What follows belongs to an exercise in optimizing a design on an open flow for small area; a production flow would make more cautious choices. RTL that was checked went through simulation tests only; none was proved equivalent to the original. The RTL of runs 6 and 7 was laid out without a check of its function. Power and IR drop assume default switching activity. The clock port is modelled as an ideal driver; clocking choices that lean on that would not hold on a real chip.

[design/flow/design.v]
module locomm_fcd (
    input  wire        clk,
    input  wire        rst,
    input  wire        rx_valid,
    input  wire [7:0]  rx_data,
    output wire        rx_ready,
    output reg         fr_valid,
    output reg  [3:0]  fr_route,
    output wire [2:0]  fr_status,
    output wire [15:0] fr_size,
    output wire [31:0] fr_type,
    output wire [31:0] fr_tag,
    input  wire [3:0]  mb_sel,
    input  wire        mb_take,
    output wire [8:0]  mb_ready,
    output wire [31:0] mb_tag,
    output wire [15:0] mb_size,
    output wire [2:0]  mb_status,
    input  wire        iq_pop,
    output wire [2:0]  iq_level,
    output wire [31:0] iq_tag,
    output wire [15:0] iq_size,
    output wire [2:0]  iq_status
);
    reg  [15:0] cnt;         
    reg  [1:0]  tph;         
    reg  [15:0] size;        
    reg  [31:0] type_r;      
    reg  [31:0] tag_r;       
    reg  [15:0] crc;         
    reg         st_bad;      
    reg         crc_bad;     
    reg         end_bad;     
    assign rx_ready = 1'b1;
    wire take = rx_valid;
    wire [15:0] size_n = {size[7:0], rx_data};        
    wire hdr    = (cnt[15:4] == 12'd0);
    wire b0     = hdr && (cnt[3:0] == 4'd4);
    wire b1     = hdr && (cnt[3:0] == 4'd5);
    wire b3     = hdr && (cnt[3:0] == 4'd7);
    wire b23    = hdr && (cnt[3:1] == 3'd3);          
    wire b01    = hdr && (cnt[3:1] == 3'd2);          
    wire btype  = hdr && (cnt[3:2] == 2'd2);          
    wire btag   = hdr && (cnt[3:2] == 2'd3);          
    wire past3  = (cnt[15:3] != 13'd0);                
    wire tstart = (tph == 2'd0) && past3 && (cnt == size);
    wire short3 = b3 && (size_n[15:3] == 13'd0);     
    wire last   = (tph == 2'd3) ||
                  (short3 && (size_n[2:0] <= 3'd4));
    reg [15:0] crc_upd;
    integer i;
    always @* begin
        crc_upd = crc ^ {8'h00, rx_data};
        for (i = 0; i < 8; i = i + 1)
            crc_upd = crc_upd[0] ? ((crc_upd >> 1) ^ 16'h8408) : (crc_upd >> 1);
    end
    wire [7:0] crc_byte = (tph == 2'd0) ? crc[15:8] : crc[7:0];
    wire       crc_ne   = (rx_data != crc_byte);
    always @(posedge clk) begin
        if (rst) begin
            cnt <= 16'd4;
            tph <= 2'd0;
        end else if (take) begin
            cnt <= last ? 16'd4 : cnt + 16'd1;
            if (last)
                tph <= 2'd0;
            else if (short3)
                tph <= 2'd0 - size_n[1:0];
            else if (tstart || tph != 2'd0)
                tph <= tph + 2'd1;
        end
    end
    always @(posedge clk) begin
        if (take) begin
            if (b23)   size   <= size_n;
            if (btype) type_r <= {type_r[23:0], rx_data};
            if (btag)  tag_r  <= {tag_r[23:0], rx_data};
            if (b0)      st_bad <= (rx_data != 8'h12);
            else if (b1) st_bad <= st_bad | (rx_data != 8'h34);
            if (b01)
                crc <= 16'h0000;
            else if (tph == 2'd0 && !tstart)
                crc <= crc_upd;
            if (tstart)          crc_bad <= crc_ne;
            else if (tph == 2'd1) crc_bad <= crc_bad | crc_ne;
            if (tph == 2'd2)      end_bad <= (rx_data != 8'h56);
            else if (tph == 2'd3) end_bad <= end_bad | (rx_data != 8'h78);
        end
    end
    always @(posedge clk) begin
        if (rst) fr_valid <= 1'b0;
        else     fr_valid <= take && last;
    end
    wire short16 = (size[15:4] == 12'd0);
    wire [1:0] st_code = st_bad  ? 2'b01 :
                         short16   ? 2'b10 :
                         crc_bad ? 2'b11 :
                         end_bad ? 2'b10 : 2'b00;
    function [2:0] st_dec(input [1:0] e, input sm);
        st_dec = {e[1] & ~e[0] & ~sm, e[1] & (e[0] | sm), e[0]};
    endfunction
    assign fr_status = st_dec(st_code, short16);
    assign fr_size   = size;
    assign fr_type   = type_r;
    assign fr_tag    = tag_r;
    always @* begin
        if (size[15:3] == 13'd0)
            fr_route = 4'd11;
        else begin
            case (type_r)
                32'h5057414B: fr_route = 4'd0;    
                32'h5350414B: fr_route = 4'd1;    
                32'h5250414B: fr_route = 4'd2;    
                32'h5341434B: fr_route = 4'd3;    
                32'h4443414B: fr_route = 4'd4;    
                32'h534E414B: fr_route = 4'd5;    
                32'h5343414B: fr_route = 4'd6;    
                32'h4550414B: fr_route = 4'd7;    
                32'h4750414B: fr_route = 4'd8;    
                32'h53454E44: fr_route = 4'd9;    
                default:      fr_route = 4'd10;
            endcase
        end
    end
    wire [49:0] entry = {tag_r, size, st_code};
    reg [8:0]  mb_rdy;
    reg [9*50-1:0] mb_d;     
    integer k;
    always @(posedge clk) begin
        for (k = 0; k < 9; k = k + 1) begin
            if (rst)
                mb_rdy[k] <= 1'b0;
            else if (fr_valid && fr_route == k)
                mb_rdy[k] <= 1'b1;
            else if (mb_take && mb_sel == k)
                mb_rdy[k] <= 1'b0;
            if (fr_valid && fr_route == k)
                mb_d[k*50 +: 50] <= entry;
        end
    end
    assign mb_ready = mb_rdy;
    reg [49:0] mb_q;
    integer r;
    always @* begin
        mb_q = {50{mb_sel[3]}} & mb_d[8*50 +: 50];
        for (r = 0; r < 8; r = r + 1)
            mb_q = mb_q | ({50{~mb_sel[3] && mb_sel[2:0] == r}} & mb_d[r*50 +: 50]);
    end
    assign mb_tag    = mb_q[49:18];
    assign mb_size   = mb_q[17:2];
    assign mb_status = st_dec(mb_q[1:0], mb_q[17:6] == 12'd0);
    reg [4*50-1:0] iq_d;     
    reg [1:0]  iq_rd;
    reg [2:0]  iq_cnt;
    wire       do_pop  = iq_pop && (iq_cnt != 3'd0);
    wire       do_push = fr_valid && (fr_route == 4'd9) && (!iq_cnt[2] || iq_pop);
    wire [1:0] iq_wr   = iq_rd + iq_cnt[1:0];
    always @(posedge clk) begin
        if (rst) begin
            iq_rd  <= 2'd0;
            iq_cnt <= 3'd0;
        end else begin
            if (do_pop)
                iq_rd <= iq_rd + 2'd1;
            iq_cnt <= iq_cnt - {2'd0, do_pop} + {2'd0, do_push};
        end
        for (k = 0; k < 4; k = k + 1)
            if (do_push && iq_wr == k)
                iq_d[k*50 +: 50] <= entry;
    end
    reg [49:0] iq_q;
    always @* begin
        iq_q = 50'd0;
        for (r = 0; r < 4; r = r + 1)
            iq_q = iq_q | ({50{iq_rd == r}} & iq_d[r*50 +: 50]);
    end
    assign iq_level  = iq_cnt;
    assign iq_tag    = iq_q[49:18];
    assign iq_size   = iq_q[17:2];
    assign iq_status = st_dec(iq_q[1:0], iq_q[17:6] == 12'd0);
endmodule
[design/flow/flow/run.sh]
#!/bin/bash
# Standard layout (standard.sh) with these changes:
#  - synthesis maps with an area-oriented abc script (flow/synth.tcl);
#  - every port still gets a buffer, but a buf_1 rather than clkdlybuf4s50_1;
#  - clock tree: clkbuf_8 buffers, larger sink clusters, no dummy loads.
set -euo pipefail
W=$PWD
export AREA_ABC_SCRIPT=$W/flow/abc_area.script
bash standard.sh SYNTH_SCRIPT=$W/flow/synth.tcl \
  "BUFFER_PORTS_ARGS=-buffer_cell sky130_fd_sc_hd__buf_1" \
  "CTS_ARGS=-sink_clustering_enable -sink_clustering_size 18 -sink_clustering_max_diameter 60 -buf_list sky130_fd_sc_hd__clkbuf_8 -dont_use_dummy_load" \
  finish > $W/standard.log 2>&1
[design/flow/flow/abc_area.script]
strash
dc2
dch -f
amap -F 3 -A 5
buffer -c
topo
[design/flow/flow/synth.tcl]
# The standard flow's synthesis (synth_recipe.tcl) with one change: abc maps with an
# area-oriented script (flow/abc_area.script) in place of ORFS's.
proc synth {args} { yosys synth -nofsm -noshare {*}$args }
proc abc {args} {
  set i [lsearch -exact $args -script]
  if { $i >= 0 } {
    lset args [expr { $i + 1 }] $::env(AREA_ABC_SCRIPT)
  }
  yosys abc {*}$args
}
source $::env(SCRIPTS_DIR)/synth.tcl
# left out here: clear keep_hierarchy, flatten, clean up, hide names made inside functions, write 1_2_yosys.v
[design/flow/standard.sh]
#!/bin/bash
# synth_recipe.tcl (not shown) runs the flow's synth.tcl, then flattens the netlist and writes it again
# the make line also repeats each setting of config.mk as NAME=value (left out here)
make -C /OpenROAD-flow-scripts/flow DESIGN_CONFIG=/design/flow/config.mk WORK_HOME=/design/flow/orfs CLKGATE_MAP_FILE= SYNTH_SCRIPT=/design/flow/synth_recipe.tcl "${@:-finish}"
[design/flow/config.mk]
export PLATFORM = sky130hd
export DESIGN_NAME = locomm_fcd
export DESIGN_NICKNAME = locomm_fcd
export VERILOG_FILES = /design/flow/design.v
export SDC_FILE = /design/flow/constraint.sdc
export NUM_CORES = 4
export LEC_CHECK = 0
export CAP_MARGIN = 20
export CORE_MARGIN = 2
export CORE_UTILIZATION = 70
export PLACE_DENSITY = 0.8
export SLEW_MARGIN = 20
[design/flow/constraint.sdc]
create_clock -name core_clock -period 10.0 [get_ports {clk}]
set_input_delay 2.0000 -clock core_clock [delete_from_list [all_inputs] [get_ports {clk}]]
set_output_delay 2.0000 -clock core_clock [all_outputs]
set_load 0.01 [all_outputs]
==> impl_results.md, run 1 <==
* Most used routing layer: met2
* Post-synthesis cell area at 0.0295 sq mm
* Syn_nets at 1,725
* Max-cap violations at 0
* Post-layout min period at 7.51 ns
* Met3 usage at 4.80%
* Synthesized instance count at 1,691
* CP max stage delay at 0.58 ns
* Area grow syn2layout at 4.36%
* HPWL Detailed at 38,200 microns
* Fillers at 2,463
* Post-CTS sizing at 0
* Worst path arrival time at 5.51 ns
* Final nets at 1,913
* Top FF cell, synth: edfxtp_1
* Synth Warn # at 1
* DRT Pass-1 Iters at 11
* Largest delay share family, worst path: buffers and inverters
* Vias in the first global route at 16,900
* Hold Path End: type_r[20]
* Clk_skew at 0.0546 ns
* Largest net degree at the start of global routing at 52
* DR WL/cell at 27.8 microns
* Status: finished clean
* PortBufs at 218
* Yosys top cell area share at 76.3%
* Asr flop ratio synth at 0%
* FMAX at 133 MHz
* Clk pwr share at 24.7%
* Most frequent CP cell: buf_4
* Final Hold Fails at 0
* R2R Path End: iq_d[78]
* Number of flops mapped to enable cells by yosys at 749
* CTS tree: yes
* Number of CTS-inserted buffers at 51
* Grt met2 use at 50.3%
* First-pass GRT wire length at 100,000 microns
* LEAKAGE at 9.62 nW
* Routability congestion estimate from global placement at 0.860
* Worst Setup Path Type: input port to output port
* Core area at 0.0418 sq mm
* Io pins at 220
* Hold Path Class: flip-flop to flip-flop
* Net Sw Power at 1.29 mW
* Die W at 209 microns
* Slew @ Worst Pin at 1.08 ns
* CP Cell Sequence: clkbuf_2 -> buf_4 -> inv_1 -> nand2_1 -> nor3_2 -> buf_4 -> a222oi_1 -> nand3_1 -> nor4_1 -> a31oi_1 -> and2b_2 -> buf_1
* DR vias at 16,900
* Final wirelength at 67,100 microns
* ANT nets after route at 0
* Grt ovf at 0
* Internal cell power at 4.19 mW
* Synth area leader: edfxtp_1
* Post-synthesis sequential area ratio at 78.5%
* Met1 Use GR at 43.9%
* Bufs on Longest Clock Path at 3
* Setup bufs post-CTS at 0
* RSZ-0062 raised after global routing: false
* Slew Limit Fails at 0
* Deepest level of the CTS H-tree at 2
* CP max-delay cell: nor4_1
* Die height at 209 microns
* Distinct cell type count after synthesis at 45
* # setup viols final at 0
* Post-CTS Hold Buffers at 0
* CP required at 8.00 ns
* R2R setup slack at 4.14 ns
* Worst Hold Path Cells at 0
* Initial DRC Count at 2,867
* Comb power frac at 9.9%
* Critical path buffers and inverters at 5
* Largest cells by area after synthesis: edfxtp_1 (76%), a222oi_1 (6.8%), clkbuf_8 (3.3%)
* All-Layer GR Usage at 30.9%
* Setup crit start kind: input port
* Clock root cell: clkbuf_8
* Worst vdd ir at 111 uV
* Clock Sinks at 782
* DRC Markers at 0
* Synth Register Bits at 782
* N_diodes at 0
* Critical-path maximum fanout at 51
* Final Util at 73.7%
* # rows at 75
* CP Capture Type: output port
* Initial antenna violation count at 1
* Depth of the most critical reg-to-reg path at 17
* Final period util at 75.1%
* Initial Util at 70.6%
* Via density at 7.00
* Reg2reg start: type_r[4]
* Layout cell share with drive strength beyond 1 at 8.31%
* Hold Startpoint: type_r[12]
* Seq pwr share at 65.5%
* Clock latency (worst-skew pair) at 0.66 ns
* Switching Share at 23.6%
* Mean Syn Cell Area at 17.4 sq um
* Final TNS setup at 0 ns
* Relative slew slack at 27.8%
* Overall die area at 0.0438 sq mm
* Power Density at 178 mW/mm^2
* Reg clk slew, reported paths at 0.08 ns
[how the worst max path moves through the flow]
stage	start	endpoint	slack, ns	cells past startpoint
detailed placement	mb_sel[3]	mb_status[2]	2.52	12
finish	mb_sel[3]	mb_status[2]	2.49	12
global route	mb_sel[3]	mb_status[2]	2.36	12
global placement	mb_sel[3]	mb_status[2]	2.59	12
CTS	mb_sel[3]	mb_status[2]	2.53	12
floorplan	type_r[4]	iq_d[100]	2.58	15
[cells by family after synthesis]
logic type | Yosys count | synth area share (%)
other | 1 | 0.0127
and+or+nand+nor | 390 | 6.20
buffers and inverters | 193 | 5.47
AOI/OAI and AO/OA | 308 | 9.08
DFF | 782 | 78.5
adders and majority gates | 17 | 0.747
[cells in the final DEF (no fill, tap or decap), types with 37 or more instances in the layout]
cell        n
edfxtp_1  749
buf_1     217
a222oi_1  201
nand2_1   134
nor2_1     92
inv_1      71
nand3_1    57
clkbuf_8   51
a21oi_1    39
buf_4      37
[worst reg2reg max path: stages, from the launching register on]
cell and delay [ns]:
edfxtp_1 0.49, or4b_2 0.74, nor4_1 0.52, nand4_1 0.22, or3_2 0.52, nor3b_1 0.36, nor4_1 0.16, inv_1 0.10
nor3_1 0.06, inv_1 0.07, o211ai_1 0.11, inv_1 0.11, o21ai_0 0.13, nor2_1 0.39, o211ai_1 0.27, or2_2 0.43
nor2_4 0.08, buf_4 0.68
[sequential cells by signal, summed over array words and instances, names as in the netlist]
| signal | count |
|---|---|
| cnt | 16 |
| crc | 16 |
| crc_bad | 1 |
| end_bad | 1 |
| fr_valid | 1 |
| iq_cnt | 3 |
| iq_d | 200 |
| iq_rd | 2 |
| mb_d | 450 |
| mb_rdy | 9 |
| size | 16 |
| st_bad | 1 |
| tag_r | 32 |
| tph | 2 |
| type_r | 32 |
[metal layers]
metal  vias up  part of all wire (%)
met5         -                     0
met4         0                   2.8
met3       142                    12
met2      1210                    48
met1      8355                    37
li1       7196                     -
[metrics by stage]
step	worst slack [ns]	total power [mW]	hold WS, ns	instance area (sq um)	instances
after CTS	2.53	5.49	0.476	30800	2416
after global placement	2.59	4.18	0.453	30100	2365
after global routing	2.36	5.64	0.488	30800	2416
after floorplan	2.58	4.04	0.451	29500	1691
after detailed placement	2.52	4.20	0.454	30100	2365
final	2.49	5.48	0.475	30800	2416
[cell usage after synthesis (3+ instances only)]
library cell  instances
edfxtp_1            749
a222oi_1            201
nand2_1             134
nor2_1              104
inv_1                71
clkbuf_8             70
nand3_1              57
buf_4                50
a21oi_1              39
dfxtp_1              33
nor3_1               22
nor4_1               20
o21ai_0              19
ha_1                 16
a221oi_1              8
nand4_1               8
o22ai_1               8
or2_2                 8
or3_2                 8
and3_2                7
a211oi_1              6
a22oi_1               6
or4_2                 6
a31oi_1               5
and2b_2               4
or4b_2                4
nor3b_1               3
o221ai_1              3
[power groups by stage]
stage | Clock (mW) | Combinational (mW) | Sequential (mW)
finish | 1.35 | 0.541 | 3.59
global route | 1.46 | 0.587 | 3.59
CTS | 1.37 | 0.541 | 3.59
detailed placement | 0 | 0.539 | 3.66
global placement | 0 | 0.526 | 3.66
floorplan | 0 | 0.384 | 3.65
[area by class of cell]
type                    count  area [sq um]  area share [%]
flip-flops and latches    782         23200            75.2
multi-input cells         716          4880            15.9
clock buffers              51           702            2.28
well taps                 539           674            2.19
repair buffers            255          1100            3.57
inverters                  73           274           0.890
==> run 2, diff against run 1 <==
--- a/design/flow/flow/run.sh
+++ b/design/flow/flow/run.sh
@@ -8,5 +8,5 @@
 export AREA_ABC_SCRIPT=$W/flow/abc_area.script
 bash standard.sh SYNTH_SCRIPT=$W/flow/synth.tcl \
   "BUFFER_PORTS_ARGS=-buffer_cell sky130_fd_sc_hd__buf_1" \
-  "CTS_ARGS=-sink_clustering_enable -sink_clustering_size 18 -sink_clustering_max_diameter 60 -buf_list sky130_fd_sc_hd__clkbuf_8 -dont_use_dummy_load" \
+  "CTS_ARGS=-sink_clustering_enable -repair_clock_nets -sink_clustering_size 20 -sink_clustering_max_diameter 60 -buf_list sky130_fd_sc_hd__clkbuf_8 -dont_use_dummy_load" \
   finish > $W/standard.log 2>&1
--- a/design/flow/config.mk
+++ b/design/flow/config.mk
@@ -8,5 +8,6 @@
 export CAP_MARGIN = 20
 export CORE_MARGIN = 2
 export CORE_UTILIZATION = 70
+export GPL_TIMING_DRIVEN = 0
 export PLACE_DENSITY = 0.8
 export SLEW_MARGIN = 20
==> impl_results.md, run 2 <==
* Routability congestion estimate from global placement at 0.881 (+2.4%)
* Met3 WL at 9900 microns (+24%)
* CP Capture Type: output port
* Grt ovf at 0 (unchanged)
* Largest cells by area after synthesis: edfxtp_1 (76%), a222oi_1 (6.8%), clkbuf_8 (3.3%)
* Die W at 209 microns (unchanged)
* Number of CTS-inserted buffers at 47 (-7.8%)
* M1 WL at 25,800 microns (+4.2%)
* DR WL/cell at 28.7 microns (+3.2%)
* Critical-path maximum fanout at 10 (-80%)
* Number of flip-flops in the largest register at 450 (unchanged)
* Final Hold Fails at 0 (unchanged)
* RSZ-0062 raised after global routing: false
* Synthesized instance count at 1,691 (unchanged)
* Hold Path Class: flip-flop to flip-flop
* # setup viols final at 0 (unchanged)
* Worst path arrival time at 4.72 ns (-0.79 ns)
* Seq pwr share at 64.8% (-0.7 points)
* Layout cell share with drive strength beyond 1 at 13.6% (+5.3 points)
* Largest registers: mb_d: 450 flops, iq_d: 200 flops
* Mean Syn Cell Area at 17.4 sq um (unchanged)
* Yosys top cell area share at 76.3% (unchanged)
* Final wirelength at 72,800 microns (+8.4%)
* Most common cell after layout, fill and taps aside: edfxtp_1
* Synth Warn # at 1 (unchanged)
* # rows at 75 (unchanged)
* Worst vdd ir at 115 uV (+4.0%)
* DRC Markers at 0 (unchanged)
* HPWL Detailed at 48,400 microns (+27%)
* Final period util at 67.2% (-7.9 points)
* Setup crit start kind: input port
* Via density at 6.96 (-0.46%)
* Reg clk slew, reported paths at 0.09 ns (about the same)
* Total power at 5.53 mW (+1.0%)
* Internal cell power at 4.21 mW (+0.53%)
* Largest net degree at the start of global routing at 30 (-42%)
* Distinct cell type count after synthesis at 45 (unchanged)
* All-Layer GR Usage at 33.1% (+2.2 points)
* Deepest level of the CTS H-tree at 2 (unchanged)
* Max-cap violations at 0 (unchanged)
* Clock Sinks at 782 (unchanged)
* Fillers at 2,254 (-8.5%)
* CTS tree: yes
* Slew Limit Fails at 0 (unchanged)
* Io pins at 220 (unchanged)
* Commonest cells after routing, fill and taps aside: edfxtp_1 (749), buf_1 (216), a222oi_1 (201)
* Top FF cell, synth: edfxtp_1
* DR vias at 17,700 (+4.6%)
* Asr flop ratio synth at 0% (unchanged)
* DRT Pass-1 Iters at 10 (-1)
* Syn_nets at 1,725 (unchanged)
* Worst Setup Path Type: input port to output port
* Initial antenna violation count at 0 (-1)
* Post-synthesis cell area at 0.0295 sq mm (unchanged)
* FMAX at 149 MHz (+12%)
* Synth area leader: edfxtp_1
* Area grow syn2layout at 10.1%
* Overall die area at 0.0438 sq mm (unchanged)
* Largest Register: mb_d
* Max layer used: met4
* Reg area at 0.0232 sq mm (unchanged)
* Net Sw Power at 1.32 mW (+2.5%)
* Number of flops mapped to enable cells by yosys at 749 (unchanged)
* Final nets at 2,036 (+6.4%)
* Clock latency (worst-skew pair) at 0.68 ns (+0.02 ns)
* Synth cell count leaders: edfxtp_1 (749), a222oi_1 (201), nand2_1 (134)
* Met2 routed WL at 34,700 microns (+6.8%)
* Final TNS setup at 0 ns (unchanged)
* Comb power frac at 11.4% (+1.5 points)
* Initial DRC Count at 3,281 (+14%)
* Initial Util at 70.6% (unchanged)
* LEAKAGE at 10.5 nW (+8.7%)
* Clk pwr share at 23.8% (-0.9 points)
* Relative slew slack at 29.1% (+1.2 points)
* N_diodes at 0 (unchanged)
* Most common cell in the netlist: edfxtp_1
* Post-CTS sizing at 0 (unchanged)
* Clk_skew at 0.0603 ns (+0.00572 ns)
* Clock root cell: clkbuf_8
* Post-layout min period at 6.72 ns (-0.794 ns)
* ANT nets after route at 0 (unchanged)
* Post-CTS Hold Buffers at 0 (unchanged)
* Hold slack at 0.483 ns (+0.00769 ns)
* Multi-input logic area at 0.00484 sq mm (-0.79%)
* PortBufs at 216 (-0.92%)
* Synth Register Bits at 782 (unchanged)
* First-pass GRT wire length at 105,000 microns (+5.1%)
* Post-synthesis sequential area ratio at 78.5% (unchanged)
* Setup bufs post-CTS at 0 (unchanged)
* Slew @ Worst Pin at 1.06 ns (-0.0210 ns)
* Vias in the first global route at 17,000 (+0.91%)
* Bufs on Longest Clock Path at 3 (unchanged)
* Status: finished clean
* Die height at 209 microns (unchanged)
* CP required at 8.00 ns (about the same)
* Core area at 0.0418 sq mm (unchanged)
* Switching Share at 23.9% (+0.35 points)
* Power Density at 170 mW/mm^2 (-4.3%)
-- run 2: critical path, stage by stage --
cell and delay, ns:
buf_1 0.18, or2_2 0.37, nor3_1 0.81, clkbuf_8 0.37, a222oi_1 0.11, nand3_1 0.25
nor4_1 0.10, a31oi_1 0.22, and2b_2 0.17, buf_1 0.14
-- run 2: area by class of cell --
class | count | share of cell area [%]
inverter | 73 | 0.844
clock buffer | 47 | 1.99
buffer | 120 | 4.12
sequential | 782 | 71.3
timing repair buffer | 262 | 4.77
tap | 539 | 2.08
multi-input combinational | 716 | 14.9
-- run 2: stage by stage --
step                      util (%)  setup WS, ns  instance area [sq um]  cells
after floorplan                  -          2.58                  29500   1691
after global placement        74.2         -1.08                  31000   2446
after detailed placement      76.2          3.40                  31800   2492
after CTS                     77.7          3.39                  32500   2539
after global routing          77.8          3.18                  32500   2539
final                         77.8          3.28                  32500   2539
-- run 2: power groups by stage --
stage          clock network, mW  registers (mW)  logic (mW)
6_report                    1.32            3.59       0.632
5_1_grt                     1.42            3.59       0.677
3_5_place_dp                   0            3.66       0.624
4_1_cts                     1.32            3.59       0.626
2_1_floorplan                  0            3.65       0.384
3_3_place_gp                   0            3.66       0.599
-- run 2: cells by family after synthesis --
group / after synthesis / synth area share, %
compound gates: 308 / 9.08
fa+ha+maj: 17 / 0.747
buf+inv: 193 / 5.47
flops: 782 / 78.5
other cells: 1 / 0.0127
simple gates: 390 / 6.20
-- run 2: layer usage --
metal / vias to the layer above / global-route usage (%)
met5: - / 0
met4: 0 / 11.3
met3: 153 / 7.11
met2: 1352 / 52.7
met1: 8734 / 46.5
li1: 7443 / -
-- run 2: final timing paths --
path	cells past startpoint	from	slack, ns	end
hold reg to reg	0	type_r[12]	0.48	type_r[20]
hold / removal	0	type_r[12]	0.48	type_r[20]
setup / recovery	10	mb_sel[3]	3.28	mb_status[2]
setup reg to reg	20	type_r[4]	3.83	iq_d[181]
==> run 3, diff against run 2 <==
--- a/design/flow/flow/run.sh
+++ b/design/flow/flow/run.sh
@@ -8,5 +8,5 @@
 export AREA_ABC_SCRIPT=$W/flow/abc_area.script
 bash standard.sh SYNTH_SCRIPT=$W/flow/synth.tcl \
   "BUFFER_PORTS_ARGS=-buffer_cell sky130_fd_sc_hd__buf_1" \
-  "CTS_ARGS=-sink_clustering_enable -repair_clock_nets -sink_clustering_size 20 -sink_clustering_max_diameter 60 -buf_list sky130_fd_sc_hd__clkbuf_8 -dont_use_dummy_load" \
+  "CTS_ARGS=-sink_clustering_enable -sink_clustering_size 20 -sink_clustering_max_diameter 60 -buf_list sky130_fd_sc_hd__clkbuf_8 -dont_use_dummy_load" \
   finish > $W/standard.log 2>&1
--- a/design/flow/config.mk
+++ b/design/flow/config.mk
@@ -8,6 +8,5 @@
 export CAP_MARGIN = 20
 export CORE_MARGIN = 2
 export CORE_UTILIZATION = 70
-export GPL_TIMING_DRIVEN = 0
 export PLACE_DENSITY = 0.8
 export SLEW_MARGIN = 20
==> impl_results.md, run 3 <==
* Hold slack at 0.480 ns (-0.00284 ns)
* CP max stage delay at 0.87 ns (+0.06 ns)
* Final Non-Filler Cells at 2,413 (-5.0%)
* Worst vdd ir at 94.9 uV (-18%)
* HPWL Detailed at 38,200 microns (-21%)
* Reg2reg start: type_r[4]
* Asr flop ratio synth at 0% (unchanged)
* Top FF cell, synth: edfxtp_1
* Io pins at 220 (unchanged)
* Number of flops mapped to enable cells by yosys at 749 (unchanged)
* Synth Warn # at 1 (unchanged)
* Die W at 209 microns (unchanged)
* ANT nets after route at 0 (unchanged)
* # rows at 75 (unchanged)
* Synth Register Bits at 782 (unchanged)
* Clock latency (worst-skew pair) at 0.68 ns (about the same)
* Synthesized instance count at 1,691 (unchanged)
* Clk_skew at 0.0592 ns (-0.00114 ns)
* N_diodes at 0 (unchanged)
* Initial DRC Count at 2,856 (-13%)
* Hold Startpoint: type_r[15]
* Relative slew slack at 24.5% (-4.5 points)
* R2R setup slack at 4.18 ns (+0.35 ns)
* Clock Sinks at 782 (unchanged)
* Grt ovf at 0 (unchanged)
* Reg clk slew, reported paths at 0.11 ns (+0.02 ns)
* Slew Limit Fails at 0 (unchanged)
* Most common cell in the netlist: edfxtp_1
* DRT Pass-1 Iters at 8 (-2)
* Clock root cell: clkbuf_8
* Number of flip-flops in the largest register at 450 (unchanged)
* Setup bufs post-CTS at 0 (unchanged)
* Critical-path maximum fanout at 34 (+24)
* Deepest level of the CTS H-tree at 2 (unchanged)
* # setup viols final at 0 (unchanged)
* R2R Path End: iq_d[68]
* Final Hold Fails at 0 (unchanged)
* Largest net degree at the start of global routing at 52 (+73%)
* Fillers at 2,463 (+9.3%)
* Die height at 209 microns (unchanged)
* Slew @ Worst Pin at 1.13 ns (+0.0698 ns)
* RSZ-0062 raised after global routing: false
* Initial Util at 70.6% (unchanged)
* Worst Slack Setup Final at 2.49 ns (-0.789 ns)
* Largest registers: mb_d: 450 flops, iq_d: 200 flops
* Final period util at 75.1% (+7.9 points)
* Routability congestion estimate from global placement at 0.860 (-2.4%)
* CP Cell Sequence: clkbuf_2 -> buf_4 -> or2_2 -> nor3_2 -> buf_4 -> a222oi_1 -> nand3_1 -> nor4_1 -> a31oi_1 -> and2b_2 -> buf_1
* Pre-CTS setup slack at 2.52 ns (-0.878 ns)
* Worst path arrival time at 5.51 ns (+0.79 ns)
* Mean Syn Cell Area at 17.4 sq um (unchanged)
* Worst Setup Path Type: input port to output port
* Synth cell count leaders: edfxtp_1 (749), a222oi_1 (201), nand2_1 (134)
* DR WL/cell at 27.9 microns (-2.5%)
* CP max-delay cell: nor3_2
* Commonest cells after routing, fill and taps aside: edfxtp_1 (749), buf_1 (217), a222oi_1 (201)
* Multi-input logic area at 0.00488 sq mm (+0.80%)
* CP Capture Type: output port
* CTS tree: yes
* Max-cap violations at 0 (unchanged)
* Critical path buffers and inverters at 4 (+1)
* All-Layer GR Usage at 31.0% (-2.1 points)
* Largest Register: mb_d
* Status: finished clean
* Overall die area at 0.0438 sq mm (unchanged)
* Distinct cell type count after synthesis at 45 (unchanged)
* Final nets at 1,910 (-6.2%)
* Most frequent CP cell: buf_4
* Synth area leader: edfxtp_1
* Core area at 0.0418 sq mm (unchanged)
* Post-synthesis cell area at 0.0295 sq mm (unchanged)
* Number of CTS-inserted buffers at 48 (+2.1%)
* Post-CTS sizing at 0 (unchanged)
* Reg area at 0.0232 sq mm (unchanged)
* Hold Path End: type_r[23]
* Hold Path Class: flip-flop to flip-flop
* Dpl cells at 2,365 (-5.1%)
* Crit path from: mb_sel[3]
* Via density at 7.03 (+0.98%)
* LEAKAGE at 9.60 nW (-8.2%)
* PortBufs at 218 (+0.93%)
* First-pass GRT wire length at 100,000 microns (-4.9%)
* CP required at 8.00 ns (about the same)
* Most common cell after layout, fill and taps aside: edfxtp_1
* Post-layout min period at 7.51 ns (+0.789 ns)
* Final wirelength at 67,400 microns (-7.3%)
* Vias in the first global route at 16,800 (-1.2%)
* Power Density at 177 mW/mm^2 (+4.1%)
* Syn_nets at 1,725 (unchanged)
* Post-synthesis sequential area ratio at 78.5% (unchanged)
* Largest delay share family, worst path: simple AND/OR/NAND/NOR gates
* Depth of the most critical reg-to-reg path at 17 (-15%)
* DR vias at 17,000 (-4.0%)
* Bufs on Longest Clock Path at 3 (unchanged)
* Yosys top cell area share at 76.3% (unchanged)
* Setup crit start kind: input port
* Largest cells by area after synthesis: edfxtp_1 (76%), a222oi_1 (6.8%), clkbuf_8 (3.3%)
* Final TNS setup at 0 ns (unchanged)
* Area grow syn2layout at 4.22%
* DRC Markers at 0 (unchanged)
* Worst Hold Path Cells at 0 (unchanged)
* Post-CTS Hold Buffers at 0 (unchanged)
* Layout cell share with drive strength beyond 1 at 8.16% (-5.4 points)
* Initial antenna violation count at 1 (+1)
* FMAX at 133 MHz (-11%)
-- run 3: cell count changes in the layout (fill, tap and decap cells not counted), moves of 6 or more --
cell / before / now
nor3_1: 18 / 12
buf_4: 68 / 37
clkbuf_8: 117 / 48
buf_12: 16 / 0
nor3_2: 4 / 10
buf_16: 9 / 0
-- run 3: final cells by class --
type / count / share of cell area, %
multi-input combinational: 716 / 15.9
inverter: 73 / 0.891
sequential: 782 / 75.3
clock buffer: 48 / 2.15
timing repair buffer: 255 / 3.57
tap: 539 / 2.19
-- run 3: logic make-up (layout without fill, tap and decap cells) --
group,count (synthesis),in the layout,share of synthesized area (%)
DFF,782,782,78.5
and+or+nand+nor,390,390,6.20
AOI/OAI and AO/OA,308,308,9.08
buffers and inverters,193,376,5.47
adders and majority gates,17,17,0.747
other,1,1,0.0127
-- run 3: power by group --
| part | total, mW | switching [mW] | internal [mW] |
|---|---|---|---|
| Clock | 1.32 | 0.892 | 0.433 |
| Combinational | 0.541 | 0.372 | 0.170 |
| Sequential | 3.59 | 0.0260 | 3.56 |
| Total | 5.45 | 1.29 | 4.16 |
-- run 3: routing by layer --
layer  GRT usage, %  part of all wire [%]  vias to the layer above
met5              0                     0                        -
met4           9.83                   2.7                        0
met3           6.90                    13                      127
met2           50.3                    48                     1294
met1           42.9                    36                     8360
li1               -                     -                     7188
-- run 3: metrics by stage --
stage               power (mW)  instance area (sq um)  util (%)
floorplan                 4.04                  29500         -
global placement          4.18                  30100      72.0
detailed placement        4.20                  30100      72.0
CTS                       5.46                  30700      73.6
global route              5.61                  30700      73.6
finish                    5.45                  30700      73.6
-- run 3: worst max-delay path by stage --
stage / end / depth (start not counted)
after floorplan: iq_d[100] / 15
after global placement: mb_status[2] / 12
after detailed placement: mb_status[2] / 12
after CTS: mb_status[2] / 12
after global routing: mb_status[2] / 12
final: mb_status[2] / 11
==> run 4, diff against run 3 <==
--- a/design/flow/flow/run.sh
+++ b/design/flow/flow/run.sh
@@ -8,5 +8,5 @@
 export AREA_ABC_SCRIPT=$W/flow/abc_area.script
 bash standard.sh SYNTH_SCRIPT=$W/flow/synth.tcl \
   "BUFFER_PORTS_ARGS=-buffer_cell sky130_fd_sc_hd__buf_1" \
-  "CTS_ARGS=-sink_clustering_enable -sink_clustering_size 20 -sink_clustering_max_diameter 60 -buf_list sky130_fd_sc_hd__clkbuf_8 -dont_use_dummy_load" \
+  "CTS_ARGS=-sink_clustering_enable -sink_clustering_size 19 -sink_clustering_max_diameter 70 -buf_list sky130_fd_sc_hd__clkbuf_8 -dont_use_dummy_load" \
   finish > $W/standard.log 2>&1
==> impl_results.md, run 4 <==
* Final nets at 1,909 (-0.052%)
* Most common cell in the netlist: edfxtp_1
* Slew @ Worst Pin at 1.08 ns (-0.0421 ns)
* All-Layer GR Usage at 30.9% (-0.10 points)
* Largest Register: mb_d
* Top FF cell, synth: edfxtp_1
* # rows at 75 (unchanged)
* Clk pwr share at 23.9% (-0.4 points)
* Synth Area in Compound Gates at 9.08% (unchanged)
* Deepest level of the CTS H-tree at 2 (unchanged)
* Synthesized instance count at 1,691 (unchanged)
* DRC Markers at 0 (unchanged)
* Distinct cell type count after synthesis at 45 (unchanged)
* Via density at 7.03 (about the same)
* Core area at 0.0418 sq mm (unchanged)
* Power Density at 177 mW/mm^2 (-0.40%)
* Status: finished clean
* Bufs on Longest Clock Path at 3 (unchanged)
* DR WL/cell at 27.9 microns (-0.23%)
* CTS tree: yes
* Final period util at 74.6% (-0.46 points)
* ANT nets after route at 0 (unchanged)
* Number of flops mapped to enable cells by yosys at 749 (unchanged)
* Post-synthesis cell area at 0.0295 sq mm (unchanged)
* First-pass GRT wire length at 100,000 microns (about the same)
* Switching Share at 23.5% (-0.19 points)
* Routability congestion estimate from global placement at 0.860 (unchanged)
* Internal cell power at 4.16 mW (-0.20%)
* Xor/xnor share of the synthesized area at 0% (unchanged)
* Initial antenna violation count at 0 (-1)
* Seq pwr share at 66.1% (+0.3 points)
* Post-synthesis sequential area ratio at 78.5% (unchanged)
* Yosys top cell area share at 76.3% (unchanged)
* Critical-path maximum fanout at 51 (+50%)
* Synth cell count leaders: edfxtp_1 (749), a222oi_1 (201), nand2_1 (134)
* Final wirelength at 67,200 microns (-0.27%)
* Worst vdd ir at 120 uV (+27%)
* Fillers at 2,438 (-1.0%)
* Initial Util at 70.6% (unchanged)
* # setup viols final at 0 (unchanged)
* Largest registers: mb_d: 450 flops, iq_d: 200 flops
* Comb power frac at 10.0% (about the same)
* Final Hold Fails at 0 (unchanged)
* Hold Path Class: flip-flop to flip-flop
* Syn_nets at 1,725 (unchanged)
* DR vias at 17,000 (-0.041%)
* Relative slew slack at 27.4% (+2.8 points)
* Net Sw Power at 1.27 mW (-1.3%)
* HPWL Detailed at 38,200 microns (unchanged)
* Initial DRC Count at 2,952 (+3.4%)
* Clk_skew at 0.0350 ns (-0.0242 ns)
* Synth area leader: edfxtp_1
* Pre-CTS setup slack at 2.52 ns (unchanged)
* Overall die area at 0.0438 sq mm (unchanged)
* Reg clk slew, reported paths at 0.10 ns (about the same)
* Worst Setup Path Type: input port to output port
* Clock root cell: clkbuf_8
* Layout cell share with drive strength beyond 1 at 8.12% (-0.049 points)
* Number of CTS-inserted buffers at 47 (-2.1%)
* Mean Syn Cell Area at 17.4 sq um (unchanged)
* Number of flip-flops in the largest register at 450 (unchanged)
* Die height at 209 microns (unchanged)
* Post-CTS sizing at 0 (unchanged)
* Largest net degree at the start of global routing at 52 (unchanged)
* Vias in the first global route at 16,800 (+0.089%)
* Worst Slack Setup Final at 2.54 ns (+0.0455 ns)
* DRT Pass-1 Iters at 9 (+1)
* Setup crit start kind: input port
* Most common cell after layout, fill and taps aside: edfxtp_1
* Synth Warn # at 1 (unchanged)
* Combinational family with the most area after synthesis: compound AO/OA/AOI/OAI gates
* CP required at 8.00 ns (about the same)
* Commonest cells after routing, fill and taps aside: edfxtp_1 (749), buf_1 (217), a222oi_1 (201)
* Io pins at 220 (unchanged)
* PortBufs at 218 (unchanged)
* Synth Register Bits at 782 (unchanged)
* Worst path arrival time at 5.46 ns (-0.05 ns)
* Post-CTS Hold Buffers at 0 (unchanged)
* Clock Sinks at 782 (unchanged)
* Final TNS setup at 0 ns (unchanged)
* Setup bufs post-CTS at 0 (unchanged)
* Final Util at 73.6% (about the same)
* Simple-Gate Fraction of Synth Area at 6.20% (unchanged)
* FMAX at 134 MHz (+0.61%)
* Die W at 209 microns (unchanged)
* Slew Limit Fails at 0 (unchanged)
* N_diodes at 0 (unchanged)
* Asr flop ratio synth at 0% (unchanged)
* Clock latency (worst-skew pair) at 0.65 ns (-0.03 ns)
* Area grow syn2layout at 4.17% (about the same)
* LEAKAGE at 9.59 nW (about the same)
* RSZ-0062 raised after global routing: false
* CP Capture Type: output port
* Grt ovf at 0 (unchanged)
* Post-synthesis adder-cell area fraction at 0.747% (unchanged)
* Mux share of post-synthesis cell area at 0% (unchanged)
* Largest cells by area after synthesis: edfxtp_1 (76%), a222oi_1 (6.8%), clkbuf_8 (3.3%)
* Post-layout min period at 7.46 ns (-0.0455 ns)
* Max-cap violations at 0 (unchanged)
## run 4: cell counts after synthesis
Identical to the previous run, type by type.
## run 4: cell type report
| class | count | area [sq um] | area share, % |
|---|---|---|---|
| clock buffers | 47 | 647 | 2.11 |
| inverters | 73 | 274 | 0.892 |
| repair buffers | 255 | 1100 | 3.57 |
| flip-flops and latches | 782 | 23200 | 75.4 |
| multi-input cells | 716 | 4880 | 15.9 |
| well taps | 539 | 674 | 2.19 |
## run 4: power by group through the flow
stage	clock network [mW]	registers, mW	logic (mW)
after floorplan	0	3.65	0.384
after global placement	0	3.66	0.526
after detailed placement	0	3.66	0.539
after CTS	1.31	3.59	0.542
after global routing	1.41	3.59	0.589
final	1.30	3.59	0.543
## run 4: final timing paths
path | startpoint | endpoint | slack (ns) | depth (start not counted)
max reg2reg | type_r[4] | iq_d[79] | 4.13 | 17
max | mb_sel[3] | mb_status[2] | 2.54 | 12
min | type_r[12] | type_r[20] | 0.48 | 0
min reg2reg | type_r[12] | type_r[20] | 0.48 | 0
## run 4: cells by family (layout without fill, tap and decap cells)
group	count (synthesis)	after routing
buf+inv	193	375
simple gates	390	390
other cells	1	1
flops	782	782
compound gates	308	308
fa+ha+maj	17	17
## run 4: critical path, stage by stage
cell and delay [ns]:
clkbuf_2 0.41, buf_4 0.53, inv_1 0.11, nand2_1 0.23, nor3_2 0.07, buf_4 0.35, a222oi_1 0.41, nand3_1 0.17
nor4_1 0.54, a31oi_1 0.23, and2b_2 0.24, buf_1 0.12
## run 4: through the flow
stage / hold WS (ns) / instance area (sq um) / cells / power (mW)
detailed placement: 0.454 / 30100 / 2365 / 4.20
global placement: 0.453 / 30100 / 2365 / 4.18
CTS: 0.481 / 30700 / 2412 / 5.44
finish: 0.482 / 30700 / 2412 / 5.43
floorplan: 0.451 / 29500 / 1691 / 4.04
global route: 0.512 / 30700 / 2412 / 5.59
## run 4: layer usage
metal	track usage, %	share of wire [%]	vias up
met1	43.4	36	8407
li1	-	-	7192
met5	0	0	-
met2	50.7	48	1230
met3	5.09	12	133
met4	10.1	2.9	0
==> run 5, diff against run 4 <==
--- a/design/flow/flow/run.sh
+++ b/design/flow/flow/run.sh
@@ -8,5 +8,5 @@
 export AREA_ABC_SCRIPT=$W/flow/abc_area.script
 bash standard.sh SYNTH_SCRIPT=$W/flow/synth.tcl \
   "BUFFER_PORTS_ARGS=-buffer_cell sky130_fd_sc_hd__buf_1" \
-  "CTS_ARGS=-sink_clustering_enable -sink_clustering_size 19 -sink_clustering_max_diameter 70 -buf_list sky130_fd_sc_hd__clkbuf_8 -dont_use_dummy_load" \
+  "CTS_ARGS=-sink_clustering_enable -sink_clustering_size 20 -sink_clustering_max_diameter 70 -buf_list sky130_fd_sc_hd__clkbuf_8 -dont_use_dummy_load" \
   finish > $W/standard.log 2>&1
==> impl_results.md, run 5 <==
* Worst Setup Path Type: input port to output port
* Final Hold Fails at 0 (unchanged)
* Synth cell count leaders: edfxtp_1 (749), a222oi_1 (201), nand2_1 (134)
* Vias in the first global route at 16,800 (-0.17%)
* Final Util at 73.5% (about the same)
* Synth Register Bits at 782 (unchanged)
* HPWL Detailed at 38,200 microns (unchanged)
* Post-synthesis cell area at 0.0295 sq mm (unchanged)
* Initial antenna violation count at 0 (unchanged)
* Final nets at 1,907 (-0.10%)
* All-Layer GR Usage at 31.0% (+0.11 points)
* Overall die area at 0.0438 sq mm (unchanged)
* Post-CTS Hold Buffers at 0 (unchanged)
* DRT Pass-1 Iters at 11 (+2)
* FMAX at 133 MHz (-1.0%)
* Bufs on Longest Clock Path at 3 (unchanged)
* Post-synthesis sequential area ratio at 78.5% (unchanged)
* Hold Path Class: flip-flop to flip-flop
* Worst path arrival time at 5.54 ns (+0.08 ns)
* Clock Sinks at 782 (unchanged)
* Core area at 0.0418 sq mm (unchanged)
* Initial Util at 70.6% (unchanged)
* DR WL/cell at 27.9 microns (+0.25%)
* RSZ-0062 raised after global routing: false
* Largest registers: mb_d: 450 flops, iq_d: 200 flops
* LEAKAGE at 9.58 nW (-0.15%)
* Via density at 7.05 (+0.25%)
* Critical-path maximum fanout at 51 (unchanged)
* Commonest cells after routing, fill and taps aside: edfxtp_1 (749), buf_1 (217), a222oi_1 (201)
* Number of CTS-inserted buffers at 45 (-4.3%)
* DR vias at 17,000 (+0.17%)
* Die height at 209 microns (unchanged)
* Number of flip-flops in the largest register at 450 (unchanged)
* Initial DRC Count at 2,995 (+1.5%)
* Distinct cell type count after synthesis at 45 (unchanged)
* Setup crit start kind: input port
* Deepest level of the CTS H-tree at 2 (unchanged)
* Slew Limit Fails at 0 (unchanged)
* Largest cells by area after synthesis: edfxtp_1 (76%), a222oi_1 (6.8%), clkbuf_8 (3.3%)
* Syn_nets at 1,725 (unchanged)
* Setup bufs post-CTS at 0 (unchanged)
* # setup viols final at 0 (unchanged)
* Clock root cell: clkbuf_8
* First-pass GRT wire length at 100,000 microns (+0.25%)
* Top FF cell, synth: edfxtp_1
* Relative slew slack at 25.6% (-1.8 points)
* Asr flop ratio synth at 0% (unchanged)
* Clock latency (worst-skew pair) at 0.67 ns (+0.02 ns)
* Routability congestion estimate from global placement at 0.860 (unchanged)
* Slew @ Worst Pin at 1.11 ns (+0.0263 ns)
* Most common cell after layout, fill and taps aside: edfxtp_1
* CTS tree: yes
* Post-layout min period at 7.54 ns (+0.0776 ns)
* Layout cell share with drive strength beyond 1 at 8.02% (-0.098 points)
* CP required at 8.00 ns (about the same)
* N_diodes at 0 (unchanged)
* DRC Markers at 0 (unchanged)
* Max-cap violations at 0 (unchanged)
* Reg clk slew, reported paths at 0.11 ns (about the same)
* Pre-CTS setup slack at 2.52 ns (unchanged)
* Final TNS setup at 0 ns (unchanged)
* Worst Slack Setup Final at 2.46 ns (-0.0776 ns)
* Synth area leader: edfxtp_1
* Synth Warn # at 1 (unchanged)
* Number of flops mapped to enable cells by yosys at 749 (unchanged)
* Area grow syn2layout at 4.08% (about the same)
* Power Density at 176 mW/mm^2 (-0.16%)
* Placed cell area at 0.0301 sq mm (unchanged)
* Yosys top cell area share at 76.3% (unchanged)
* Final instance area at 0.0307 sq mm (about the same)
* Worst vdd ir at 116 uV (-3.4%)
* Post-CTS sizing at 0 (unchanged)
* Die W at 209 microns (unchanged)
* Final wirelength at 67,300 microns (+0.17%)
* Status: finished clean
* ANT nets after route at 0 (unchanged)
* Most common cell in the netlist: edfxtp_1
* PortBufs at 218 (unchanged)
* CP Capture Type: output port
* Largest Register: mb_d
* Clk_skew at 0.0351 ns (+0.0000679 ns)
* Final period util at 75.4% (+0.78 points)
* Synthesized instance count at 1,691 (unchanged)
* Largest net degree at the start of global routing at 52 (unchanged)
* # rows at 75 (unchanged)
* Mean Syn Cell Area at 17.4 sq um (unchanged)
* Grt ovf at 0 (unchanged)
* Io pins at 220 (unchanged)
## run 5: cell count changes in the layout (fill, tap and decap cells not counted)
cell and delta:
clkbuf_8 -2
## run 5: worst max-delay path: stages
cell	delay (ns)
clkbuf_2	0.41
buf_4	0.53
inv_1	0.11
nand2_1	0.23
nor3_2	0.07
buf_4	0.35
a222oi_1	0.41
nand3_1	0.17
nor4_1	0.59
a31oi_1	0.25
and2b_2	0.24
buf_1	0.12
## run 5: cell families after synthesis
family                   after synthesis  share of synthesized area, %
AND/OR/NAND/NOR                      390                          6.20
buffers and inverters                193                          5.47
flip-flops                           782                          78.5
adder cells (fa/ha/maj)               17                         0.747
AO/OA/AOI/OAI                        308                          9.08
other                                  1                        0.0127
## run 5: layout make-up
cell class / instances / area [sq um]
Inverter: 73 / 274
Tap cell: 539 / 674
Timing Repair Buffer: 255 / 1100
Sequential cell: 782 / 23200
Clock buffer: 45 / 619
Fill cell: 2449 / 11100
Multi-Input combinational cell: 716 / 4880
## run 5: power by group
group          switching, mW  internal [mW]
combinational          0.371          0.170
sequential            0.0261           3.56
clock                  0.880          0.408
## run 5: per-stage QoR
step | std cells | power, mW | hold WS, ns
after floorplan | 1691 | 4.04 | 0.451
after global placement | 2365 | 4.18 | 0.453
after detailed placement | 2365 | 4.20 | 0.454
after CTS | 2410 | 5.42 | 0.482
after global routing | 2410 | 5.58 | 0.513
final | 2410 | 5.41 | 0.481
## run 5: path summary, 6_finish.rpt
check | from | to | slack (ns) | cells after the start
max | mb_sel[3] | mb_status[2] | 2.46 | 12
min | type_r[12] | type_r[20] | 0.48 | 0
max reg2reg | type_r[4] | iq_d[82] | 4.12 | 17
min reg2reg | type_r[12] | type_r[20] | 0.48 | 0
## run 5: routing by layer
| layer | up-vias | global-route usage [%] | wire length (microns) |
|---|---|---|---|
| met4 | 0 | 9.88 | 1840 |
| met5 | - | 0 | 0 |
| met1 | 8432 | 43.9 | 24600 |
| li1 | 7185 | - | - |
| met2 | 1243 | 50.3 | 32700 |
| met3 | 130 | 5.66 | 8230 |
==> run 6, diff against run 5 <==
--- a/design/flow/design.v
+++ b/design/flow/design.v
@@ -28,9 +28,7 @@
     reg  [31:0] type_r;      
     reg  [31:0] tag_r;       
     reg  [15:0] crc;         
-    reg         st_bad;      
-    reg         crc_bad;     
-    reg         end_bad;     
+    reg  [1:0]  chk;         
     assign rx_ready = 1'b1;
     wire take = rx_valid;
     wire [15:0] size_n = {size[7:0], rx_data};        
@@ -75,16 +73,18 @@
             if (b23)   size   <= size_n;
             if (btype) type_r <= {type_r[23:0], rx_data};
             if (btag)  tag_r  <= {tag_r[23:0], rx_data};
-            if (b0)      st_bad <= (rx_data != 8'h12);
-            else if (b1) st_bad <= st_bad | (rx_data != 8'h34);
             if (b01)
                 crc <= 16'h0000;
             else if (tph == 2'd0 && !tstart)
                 crc <= crc_upd;
-            if (tstart)          crc_bad <= crc_ne;
-            else if (tph == 2'd1) crc_bad <= crc_bad | crc_ne;
-            if (tph == 2'd2)      end_bad <= (rx_data != 8'h56);
-            else if (tph == 2'd3) end_bad <= end_bad | (rx_data != 8'h78);
+            if (b0)
+                chk <= (rx_data != 8'h12) ? 2'b01 : 2'b00;
+            else if (chk == 2'b00) begin
+                if (b1 && rx_data != 8'h34)                   chk <= 2'b01;
+                if ((tstart || tph == 2'd1) && crc_ne)        chk <= 2'b11;
+                if (tph == 2'd2 && rx_data != 8'h56)          chk <= 2'b10;
+                if (tph == 2'd3 && rx_data != 8'h78)          chk <= 2'b10;
+            end
         end
     end
     always @(posedge clk) begin
@@ -92,10 +92,8 @@
         else     fr_valid <= take && last;
     end
     wire short16 = (size[15:4] == 12'd0);
-    wire [1:0] st_code = st_bad  ? 2'b01 :
-                         short16   ? 2'b10 :
-                         crc_bad ? 2'b11 :
-                         end_bad ? 2'b10 : 2'b00;
+    wire [1:0] st_code = (chk == 2'b01) ? 2'b01 :
+                         short16        ? 2'b10 : chk;
     function [2:0] st_dec(input [1:0] e, input sm);
         st_dec = {e[1] & ~e[0] & ~sm, e[1] & (e[0] | sm), e[0]};
     endfunction
--- a/design/flow/flow/run.sh
+++ b/design/flow/flow/run.sh
@@ -8,5 +8,5 @@
 export AREA_ABC_SCRIPT=$W/flow/abc_area.script
 bash standard.sh SYNTH_SCRIPT=$W/flow/synth.tcl \
   "BUFFER_PORTS_ARGS=-buffer_cell sky130_fd_sc_hd__buf_1" \
-  "CTS_ARGS=-sink_clustering_enable -sink_clustering_size 20 -sink_clustering_max_diameter 70 -buf_list sky130_fd_sc_hd__clkbuf_8 -dont_use_dummy_load" \
+  "CTS_ARGS=-sink_clustering_enable -repair_clock_nets -sink_clustering_size 18 -sink_clustering_max_diameter 60 -buf_list sky130_fd_sc_hd__clkbuf_8 -dont_use_dummy_load" \
   finish > $W/standard.log 2>&1
==> impl_results.md, run 6 <==
* Seq pwr share at 65.6% (-0.6 points)
* Clock root cell: clkbuf_8
* Met2 routed WL at 33,300 microns (+1.9%)
* Final Hold Fails at 0 (unchanged)
* Net Sw Power at 1.29 mW (+0.75%)
* Post-synthesis cell area at 0.0296 sq mm (+0.28%)
* Power Density at 177 mW/mm^2 (+0.18%)
* Overall die area at 0.0439 sq mm (+0.27%)
* Mean Syn Cell Area at 17.1 sq um (-1.8%)
* Post-CTS sizing at 0 (unchanged)
* Fillers at 2,469 (+0.82%)
* RSZ-0062 raised after global routing: false
* Status: finished clean
* Final wirelength at 67,800 microns (+0.64%)
* Deepest level of the CTS H-tree at 2 (unchanged)
* LEAKAGE at 9.65 nW (+0.71%)
* N_diodes at 0 (unchanged)
* Largest cells by area after synthesis: edfxtp_1 (76%), a222oi_1 (5.2%), clkbuf_8 (3.2%)
* Grt ovf at 0 (unchanged)
* Die W at 210 microns (+0.13%)
* Initial antenna violation count at 1 (+1)
* Synth Warn # at 1 (unchanged)
* Worst path arrival time at 5.36 ns (-0.18 ns)
* Setup bufs post-CTS at 0 (unchanged)
* Io pins at 220 (unchanged)
* DR vias at 16,900 (-0.41%)
* Largest registers: mb_d: 450 flops, iq_d: 200 flops
* Critical-path maximum fanout at 52 (+2.0%)
* Met3 WL at 7990 microns (-3.0%)
* Most common cell after layout, fill and taps aside: edfxtp_1
* Final TNS setup at 0 ns (unchanged)
* Distinct cell type count after synthesis at 50 (+11%)
* Top FF cell, synth: edfxtp_1
* Clk pwr share at 24.4% (+0.6 points)
* Bufs on Longest Clock Path at 3 (unchanged)
* Comb power frac at 10.0% (about the same)
* Hold Path Class: flip-flop to flip-flop
* Number of flip-flops in the largest register at 450 (unchanged)
* Post-layout min period at 7.36 ns (-0.175 ns)
* Post-synthesis sequential area ratio at 78.2% (-0.32 points)
* Asr flop ratio synth at 0% (unchanged)
* ANT nets after route at 0 (unchanged)
* All-Layer GR Usage at 30.9% (-0.073 points)
* Largest Register: mb_d
* First-pass GRT wire length at 99,700 microns (-0.82%)
* Switching Share at 23.6% (about the same)
* Vias in the first global route at 16,200 (-3.7%)
* Slew @ Worst Pin at 0.955 ns (-0.155 ns)
* Commonest cells after routing, fill and taps aside: edfxtp_1 (748), buf_1 (217), nand2_1 (188)
* M1 WL at 24,300 microns (-1.2%)
* Total power at 5.46 mW (+0.81%)
* Via density at 6.90 (-2.2%)
* Final nets at 1,950 (+2.3%)
* Clk_skew at 0.0598 ns (+0.0247 ns)
* Reg clk slew, reported paths at 0.11 ns (about the same)
* Worst vdd ir at 115 uV (-0.53%)
* Worst Setup Path Type: input port to output port
* DRT Pass-1 Iters at 10 (-1)
* Synth area leader: edfxtp_1
* CP Capture Type: output port
* # rows at 75 (unchanged)
* Initial DRC Count at 2,766 (-7.6%)
* Clock Sinks at 781 (-0.13%)
* HPWL Detailed at 39,500 microns (+3.6%)
* # setup viols final at 0 (unchanged)
* Number of CTS-inserted buffers at 50 (+11%)
* Synth Register Bits at 781 (-0.13%)
* Internal cell power at 4.17 mW (+0.83%)
* Initial Util at 70.7% (about the same)
* Clock latency (worst-skew pair) at 0.67 ns (about the same)
* Final period util at 73.6% (-1.8 points)
* Synth cell count leaders: edfxtp_1 (748), nand2_1 (188), a222oi_1 (154)
* Relative slew slack at 36.3% (+11 points)
* Setup crit start kind: input port
* CP required at 8.00 ns (about the same)
* Largest net degree at the start of global routing at 53 (+1.9%)
* Most common cell in the netlist: edfxtp_1
* Yosys top cell area share at 75.9% (-0.31 points)
* Routability congestion estimate from global placement at 0.911 (+6.0%)
* Area grow syn2layout at 4.44%
* DRC Markers at 0 (unchanged)
* Die height at 210 microns (+0.13%)
* FMAX at 136 MHz (+2.4%)
* Number of flops mapped to enable cells by yosys at 748 (-0.13%)
* Max-cap violations at 0 (unchanged)
* Post-CTS Hold Buffers at 0 (unchanged)
* Max layer used: met5
* Layout cell share with drive strength beyond 1 at 8.41% (+0.39 points)
* PortBufs at 218 (unchanged)
* Slew Limit Fails at 0 (unchanged)
* Core area at 0.0419 sq mm (+0.22%)
* DR WL/cell at 27.6 microns (-1.1%)
* Synthesized instance count at 1,727 (+2.1%)
* CTS tree: yes
* Syn_nets at 1,761 (+2.1%)
## run 6: final cells by class
type | count | area, sq um | area share (%)
inverter | 75 | 282 | 0.911
clock buffer | 50 | 688 | 2.23
multi-input combinational | 752 | 5020 | 16.2
timing repair buffer | 256 | 1100 | 3.58
sequential | 781 | 23100 | 74.9
tap | 539 | 674 | 2.18
## run 6: worst paths after layout
kind | startpoint | end | slack, ns | cells past startpoint
worst max-delay path | mb_sel[3] | mb_status[2] | 2.64 | 12
worst min register to register | type_r[13] | type_r[21] | 0.47 | 0
worst max register to register | type_r[4] | iq_d[11] | 4.52 | 15
worst min-delay path | type_r[13] | type_r[21] | 0.47 | 0
## run 6: critical path: stages
cell	delay, ns
clkbuf_2	0.08
buf_4	0.61
inv_1	0.15
nand2_1	0.31
nor3_2	0.06
buf_4	0.36
a222oi_1	0.46
nand4_1	0.20
nor4_1	0.51
a31oi_1	0.24
and2b_2	0.25
buf_1	0.12
## run 6: power groups by stage
stage	registers [mW]	logic, mW	clock network (mW)
after floorplan	3.65	0.377	0
after global placement	3.65	0.532	0
after detailed placement	3.65	0.541	0
after CTS	3.58	0.544	1.35
after global routing	3.58	0.590	1.45
final	3.58	0.546	1.33
## run 6: cell families (layout without fill, tap and decap cells)
family	after synthesis	count (layout)	share of synthesized area, %
AOI/OAI and AO/OA	311	311	8.84
other	1	1	0.0127
adders and majority gates	17	17	0.745
DFF	781	781	78.2
and+or+nand+nor	423	423	6.79
buffers and inverters	194	381	5.43
## run 6: metal layers
| metal | vias up | global-route usage (%) |
|---|---|---|
| met5 | - | 0 |
| met3 | 154 | 5.93 |
| li1 | 7263 | - |
| met1 | 8297 | 43.2 |
| met4 | 2 | 10.3 |
| met2 | 1204 | 50.4 |
## run 6: stage by stage
step | utilization (%) | setup WS [ns] | instances | hold WS (ns) | area [sq um]
5_1_grt | 73.8 | 2.56 | 2453 | 0.497 | 30900
6_report | 73.8 | 2.64 | 2453 | 0.471 | 30900
2_1_floorplan | - | 2.99 | 1727 | 0.451 | 29600
4_1_cts | 73.8 | 2.76 | 2453 | 0.477 | 30900
3_5_place_dp | 72.1 | 2.79 | 2403 | 0.459 | 30200
3_3_place_gp | 72.1 | 2.83 | 2403 | 0.449 | 30200
==> run 7, diff against run 6 <==
--- a/design/flow/flow/run.sh
+++ b/design/flow/flow/run.sh
@@ -8,5 +8,5 @@
 export AREA_ABC_SCRIPT=$W/flow/abc_area.script
 bash standard.sh SYNTH_SCRIPT=$W/flow/synth.tcl \
   "BUFFER_PORTS_ARGS=-buffer_cell sky130_fd_sc_hd__buf_1" \
-  "CTS_ARGS=-sink_clustering_enable -repair_clock_nets -sink_clustering_size 18 -sink_clustering_max_diameter 60 -buf_list sky130_fd_sc_hd__clkbuf_8 -dont_use_dummy_load" \
+  "CTS_ARGS=-sink_clustering_enable -repair_clock_nets -sink_clustering_size 32 -sink_clustering_max_diameter 80 -buf_list sky130_fd_sc_hd__clkbuf_16 -dont_use_dummy_load" \
   finish > $W/standard.log 2>&1
==> impl_results.md, run 7 <==
* Status: finished clean
* Overall die area at 0.0439 sq mm (unchanged)
* Most frequent CP cell: buf_4
* Post-synthesis sequential area ratio at 78.2% (unchanged)
* Top FF cell, synth: edfxtp_1
* Hold Path Class: flip-flop to flip-flop
* Grt met2 use at 50.3% (-0.13 points)
* R2R setup slack at 4.51 ns (about the same)
* Fillers at 2,475 (+0.24%)
* LEAKAGE at 9.64 nW (about the same)
* Setup bufs post-CTS at 0 (unchanged)
* Met1 Use GR at 43.6% (+0.44 points)
* Largest cells by area after synthesis: edfxtp_1 (76%), a222oi_1 (5.2%), clkbuf_8 (3.2%)
* Worst Setup Path Type: input port to output port
* Final nets at 1,929 (-1.1%)
* Hold slack at 0.481 ns (+0.00983 ns)
* Final Non-Filler Cells at 2,433 (-0.82%)
* RSZ-0062 raised after global routing: false
* Power Density at 178 mW/mm^2 (+0.93%)
* Multi-input logic area at 0.00502 sq mm (unchanged)
* ANT nets after route at 0 (unchanged)
* Final Hold Fails at 0 (unchanged)
* Vias in the first global route at 16,200 (+0.35%)
* Deepest level of the CTS H-tree at 1 (-1)
* Synth area leader: edfxtp_1
* Syn_nets at 1,761 (unchanged)
* Commonest cells after routing, fill and taps aside: edfxtp_1 (748), buf_1 (217), nand2_1 (188)
* CTS tree: yes
* Reg2reg start: type_r[4]
* Largest net degree at the start of global routing at 53 (unchanged)
* HPWL Detailed at 39,500 microns (unchanged)
* Layout cell share with drive strength beyond 1 at 7.40% (-1.0 points)
* Placed cell area at 0.0302 sq mm (unchanged)
* DR WL/cell at 27.9 microns (+0.82%)
* Number of flops mapped to enable cells by yosys at 748 (unchanged)
* Bufs on Longest Clock Path at 3 (unchanged)
* Grt ovf at 0 (unchanged)
* Worst Hold Path Cells at 0 (unchanged)
* DRT Pass-1 Iters at 7 (-3)
* Initial Util at 70.7% (unchanged)
* Synthesized instance count at 1,727 (unchanged)
* Synth Warn # at 1 (unchanged)
* CP Capture Type: output port
* Core area at 0.0419 sq mm (unchanged)
* Post-synthesis cell area at 0.0296 sq mm (unchanged)
* Die W at 210 microns (unchanged)
* All-Layer GR Usage at 30.8% (-0.18 points)
* Hold Path End: type_r[22]
* Synth Register Bits at 781 (unchanged)
* First-pass GRT wire length at 99,700 microns (about the same)
* Final TNS setup at 0 ns (unchanged)
* Initial antenna violation count at 0 (-1)
* Depth of the most critical reg-to-reg path at 15 (unchanged)
* Slew Limit Fails at 0 (unchanged)
* Worst Slack Setup Final at 2.68 ns (+0.0386 ns)
* Post-layout min period at 7.32 ns (-0.0386 ns)
* Post-CTS Hold Buffers at 0 (unchanged)
* # rows at 75 (unchanged)
* Clock Sinks at 781 (unchanged)
* Die height at 210 microns (unchanged)
* Mean Syn Cell Area at 17.1 sq um (unchanged)
* Met3 usage at 4.20% (-1.7 points)
* Yosys top cell area share at 75.9% (unchanged)
* Setup crit start kind: input port
* CP max stage delay at 0.62 ns (about the same)
* DRC Markers at 0 (unchanged)
* CP max-delay cell: buf_4
* Distinct cell type count after synthesis at 50 (unchanged)
* Final Util at 73.9% (+0.096 points)
* Clock latency (worst-skew pair) at 0.61 ns (-0.06 ns)
* Relative slew slack at 34.6% (-1.7 points)
* Critical-path maximum fanout at 52 (unchanged)
* CP required at 8.00 ns (about the same)
* Number of flip-flops in the largest register at 450 (unchanged)
* Worst path arrival time at 5.32 ns (-0.04 ns)
* Worst vdd ir at 137 uV (+19%)
* Final instance area at 0.0309 sq mm (+0.13%)
* Reg area at 0.0231 sq mm (unchanged)
* Hold Startpoint: type_r[14]
* Routability congestion estimate from global placement at 0.911 (unchanged)
* Most common cell in the netlist: edfxtp_1
* Io pins at 220 (unchanged)
* # setup viols final at 0 (unchanged)
* Via density at 6.97 (+1.0%)
* Final period util at 73.2% (-0.39 points)
* Total power at 5.52 mW (+1.1%)
* Clock root cell: clkbuf_16
* Clk_skew at 0.0313 ns (-0.0285 ns)
* Pre-CTS setup slack at 2.79 ns (unchanged)
* Most common cell after layout, fill and taps aside: edfxtp_1
* FMAX at 137 MHz (+0.53%)
* Most used routing layer: met2
* Largest registers: mb_d: 450 flops, iq_d: 200 flops
* Synth cell count leaders: edfxtp_1 (748), nand2_1 (188), a222oi_1 (154)
* Initial DRC Count at 2,803 (+1.3%)
* Reg clk slew, reported paths at 0.10 ns (about the same)
* Asr flop ratio synth at 0% (unchanged)
* Dpl cells at 2,403 (unchanged)
* R2R Path End: iq_d[10]
* CP Cell Sequence: clkbuf_2 -> buf_4 -> inv_1 -> nand2_1 -> nor3_2 -> buf_4 -> a222oi_1 -> nand4_1 -> nor4_1 -> a31oi_1 -> and2b_2 -> buf_1
* Largest Register: mb_d
* Area grow syn2layout at 4.57%
* Max-cap violations at 0 (unchanged)
* DR vias at 17,000 (+0.22%)
* PortBufs at 218 (unchanged)
* Post-CTS sizing at 0 (unchanged)
* Slew @ Worst Pin at 0.981 ns (+0.0253 ns)
* Final wirelength at 67,800 microns (unchanged)
* Number of CTS-inserted buffers at 29 (-42%)
[run 7: cell count changes in the layout (fill, tap and decap cells not counted), sizes merged]
cell    delta
clkbuf    -21
diode      +1
[run 7: worst max-delay path by stage]
stage	depth (start not counted)	start	slack (ns)	end
2_1_floorplan	13	type_r[4]	2.99	iq_d[100]
3_3_place_gp	12	mb_sel[3]	2.83	mb_status[2]
3_5_place_dp	12	mb_sel[3]	2.79	mb_status[2]
4_1_cts	12	mb_sel[3]	2.78	mb_status[2]
5_1_grt	12	mb_sel[3]	2.57	mb_status[2]
6_report	12	mb_sel[3]	2.68	mb_status[2]
[run 7: kinds of logic after synthesis]
| kind of cell | Yosys count | synth area share, % |
|---|---|---|
| adders and majority gates | 17 | 0.745 |
| and+or+nand+nor | 423 | 6.79 |
| other | 1 | 0.0127 |
| DFF | 781 | 78.2 |
| buffers and inverters | 194 | 5.43 |
| AOI/OAI and AO/OA | 311 | 8.84 |
[run 7: area by class of cell]
type / instances / area share (%)
well taps: 539 / 2.18
inverters: 75 / 0.910
diodes: 1 / 0.00809
flip-flops and latches: 781 / 74.8
repair buffers: 256 / 3.57
multi-input cells: 752 / 16.2
clock buffers: 29 / 2.35
[run 7: report_power, final]
group | switching, mW | total (mW) | internal [mW] | leakage [nW]
Clock | 0.864 | 1.39 | 0.522 | 0.357
Sequential | 0.0268 | 3.58 | 3.55 | 7.00
Combinational | 0.380 | 0.549 | 0.170 | 2.28
[run 7: routing by layer]
metal | wire length, microns | share of wire (%) | up-vias
met1 | 24100 | 36 | 8301
met5 | 0 | 0 | -
met2 | 33100 | 49 | 1284
li1 | - | - | 7222
met4 | 2310 | 3.4 | 0
met3 | 8220 | 12 | 151
[run 7: critical path, delay by kind of cell]
family | cells | cell delay (ns)
and+or+nand+nor | 5 | 1.31
buffers and inverters | 5 | 1.31
AOI/OAI and AO/OA | 2 | 0.66

## afterwards: timing with drivers on the ports
In the flow no input, the clock included, has a driving cell. The finished layouts below were timed again as built, in two steps. Step 1, drivers: a clkbuf_16 drives clk and a buf_2 each remaining input, both assumed. Step 2 moves the port delays by t, midway between the first and last clock arrival at a register: inputs arrive t later, outputs are due t later. That takes back most of the time a late clock gives input paths. Three values: ideal ports, drivers, drivers and shift; two values: the first two.
| run | t, ns | setup slack, ns | worst setup path after step 2 | clock arrival spread, ns | pins driven straight from the clock port |
|---|---|---|---|---|---|
| run 1 | 0.691 | 2.488 / 2.442 / 2.442 | input to output | 0.054 / 0.055 | 1 |
| run 2 | 0.701 | 3.282 / 3.262 / 3.262 | input to output | 0.061 / 0.060 | 1 |
| run 3 | 0.702 | 2.493 / 2.451 / 2.451 | input to output | 0.059 / 0.060 | 1 |
| run 4 | 0.686 | 2.539 / 2.493 / 2.493 | input to output | 0.036 / 0.036 | 1 |
| run 5 | 0.706 | 2.461 / 2.419 / 2.419 | input to output | 0.035 / 0.035 | 1 |
| run 6 | 0.696 | 2.636 / 2.610 / 2.610 | input to output | 0.062 / 0.062 | 1 |
| run 7 | 0.651 | 2.675 / 2.648 / 2.648 | input to output | 0.031 / 0.031 | 1 |
After both steps setup and hold are still met in every run listed.
